Context: an optimization exercise on an open-source flow, tuned for small area, a short achievable clock period and few clock cycles per item. The choices shown serve that exercise and are no tape-out recipe.
The RTL was checked by simulation tests, not by an equivalence proof against the original design.
No activity file was given, so power comes from the tool's default toggle rates.

== build 49 ==
## wordcodec
module wordcodec (
    input  wire        clk,
    input  wire        rst,         
    input  wire        reg_we,
    input  wire [5:0]  reg_addr,
    input  wire [31:0] reg_wdata,
    output reg  [31:0] reg_rdata,
    output wire        mem_req,
    output wire        mem_we,
    output wire [31:0] mem_addr,
    output wire [7:0]  mem_wdata,
    input  wire        mem_ready,
    input  wire [7:0]  mem_rdata,
    input  wire        mem_err
);
Size: roughly 1700 flip-flops, roughly 130 I/O pins, about 78000 sq um of cells after synthesis.
clock: 12.0 ns
lec_check: 0
cap_margin: 20
core_margin: 2
core_utilization: 60
cts_cluster_diameter: 80
cts_cluster_size: 25
place_density: 0.75
setup_slack_margin: 5
slew_margin: 20
run.sh (not shown) runs the stock make flow with config.mk's settings and CLKGATE_MAP_FILE= SYNTH_SCRIPT=/design/flow/synth_recipe.tcl, a recipe that flattens the netlist after the stock synthesis.
Testbench counts of build 49, summed over its fixed seeds: cycles 73,658, bytes 33,832.
Setup changes, build 49 to build 50
Settings: TNS_END_PERCENT now 0, previously not set; PLACE_DENSITY no longer set, was 0.75.
Results
- Overall power after layout: lower on build 50
- Any difference in multi-input combinational cell count between build 49 and build 50 is small enough to ignore.
- Relative contribution of combinational cells to total power: build 50 vs build 49 — no meaningful difference
- [build 50 vs build 49] share of the cycle needed by the critical path after routing: higher in build 50
- Diff build 49 -> build 50: wire length of the first global-routing pass fell 2.3%; routability-driven placement congestion ratio fell about 2.2%.
- The lower final critical delay including setup and external delays came out of build 49.
- Taking build 49 as the reference, in build 50 number of signal-net buffers in the layout down 20; sum of routed wire segments on met1 down about 3%.
- Comparing build 49 and build 50, the lower area of the multi-input gates was measured on build 50.
- Build 49 has higher overall fraction of global-route tracks in use than build 50.
The inputs of build 31 differ from those of build 50 as listed below.
Settings: removing TNS_END_PERCENT (formerly 0); changing CTS_CLUSTER_DIAMETER from 80 to 60; changing CTS_CLUSTER_SIZE from 25 to 18; setting CTS_BUF_LIST to sky130_fd_sc_hd__clkbuf_8 for the first time.
==> comparison <==
- Delta(worst slack on hold paths, build 31 - build 50) > 0
- a222oi_1 as the library cell contributing the largest single delay on the critical path was reported by build 50, and clkdlybuf4s50_1 by build 31.
- As of build 31, design area had risen slightly compared to build 50.
- Compared with build 50, the detailed router inserted more vias in build 31.
- The core of build 31 is more densely filled than that of build 50.
For build 47, these inputs were changed with respect to build 31:
Settings: removing CTS_BUF_LIST (formerly sky130_fd_sc_hd__clkbuf_8); changing CTS_CLUSTER_DIAMETER from 60 to 70; changing CTS_CLUSTER_SIZE from 18 to 22; changing CORE_UTILIZATION from 60 to 65.
Findings:
Build 47 -> build 31: placed cell area flat. Against build 31, power in build 47 rose by a few percent. In the reports for build 47 and build 31, the larger number of cells traversed by the worst register-to-register path belongs to build 47.

Starting RTL as in the previous note.
clock: 12.0 ns
lec_check: 0
cap_margin: 20
core_margin: 2
core_utilization: 60
cts_cluster_diameter: 80
cts_cluster_size: 25
place_density_lb_addon: 0.2
setup_slack_margin: 5
slew_margin: 20
The starting point completed with no timing, DRC or antenna violations.
Testbench counts at the start, summed over its fixed seeds: cycles 73,658, bytes 33,832.
Next try:
Settings changed: CTS_CLUSTER_SIZE 25 to 30, PLACE_DENSITY_LB_ADDON 0.2 to default.
Effect:
- The changed run completed without violations
- area after synthesis stays the same
- worst hold slack is about the same
- via count barely changes

== trial 96 ==
wordcodec again, from the RTL that the note above started with.
Design wordcodec, start of the top module:
module wordcodec (
    input  wire        clk,
    input  wire        rst,         
    input  wire        reg_we,
    input  wire [5:0]  reg_addr,
    input  wire [31:0] reg_wdata,
    output reg  [31:0] reg_rdata,
    output wire        mem_req,
    output wire        mem_we,
    output wire [31:0] mem_addr,
    output wire [7:0]  mem_wdata,
    input  wire        mem_ready,
    input  wire [7:0]  mem_rdata,
    input  wire        mem_err
);
export LEC_CHECK = 0
export CAP_MARGIN = 20
export CORE_MARGIN = 2
export CORE_UTILIZATION = 60
export CTS_CLUSTER_DIAMETER = 80
export CTS_CLUSTER_SIZE = 25
export SETUP_SLACK_MARGIN = 5
export SLEW_MARGIN = 20
create_clock -name core_clock -period 12.0 [get_ports {clk}]
Testbench counts of trial 96, summed over its fixed seeds: cycles 73,658, bytes 33,832.
#### Input delta (trial 13 over trial 96)
Settings: CORE_UTILIZATION now 55, was 60.
Fmax | trial 13 vs trial 96 | trial 13 slower
Compare trial 13 and trial 96 | hold slack lower: trial 96
Standard cell area after detailed placement ended up 0.32% higher on trial 13 than on trial 96.
Combinational cell fraction of total power for trial 13: 0.2 points down relative to trial 96
Clock share of power, trial 13 and trial 96: smaller value in trial 96
Comparing critical path depth for trial 13 and trial 96, the bigger number came from trial 96.
The run with more setup slack is trial 96; trial 13 has less.
NOTE: endpoint arrival time on the critical path in trial 13 exceeds that of trial 96
Trial 13 vs trial 96: placeable core area up in trial 13

[separate check: timing with driven ports]
The flow's constraints put no driver on any port. The routed layouts listed below were extracted and timed again, unchanged, in two steps.
Step 1 sets driving cells, clkbuf_16 on the clock port and buf_2 on the other inputs (assumed; they add their load-dependent delay and slew).
Step 2 also shifts input and output timing later by t, the mid clock arrival at the registers, as if the neighbouring blocks saw the same clock.
Slacks: ideal ports / drivers / drivers and shift; pairs: ideal ports / drivers.
| run | t, ns | setup WS [ns] | clock arrival spread, ns |
|---|---|---|---|
| build 49 | 0.829 | 4.872 / 4.848 / 4.332 | 0.060 / 0.060 |
| build 50 | 0.818 | 4.537 / 4.478 / 4.040 | 0.039 / 0.040 |
| build 31 | 1.012 | 4.853 / 4.777 / 4.112 | 0.058 / 0.059 |
| build 47 | 0.827 | 4.969 / 4.899 / 4.332 | 0.067 / 0.067 |
| the first run of note 2 | 0.822 | 4.905 / 4.857 / 4.505 | 0.036 / 0.036 |
| the second run of note 2 | 0.828 | 4.981 / 4.903 / 4.332 | 0.068 / 0.067 |
| trial 96 | 0.830 | 4.993 / 4.913 / 4.278 | 0.044 / 0.045 |
| trial 13 | 0.837 | 4.833 / 4.752 / 4.398 | 0.042 / 0.043 |
After both steps every run listed still meets setup and hold. For build 31, which loses most, drivers alone change the setup slack by -0.076 ns; drivers and shift together by -0.741 ns.
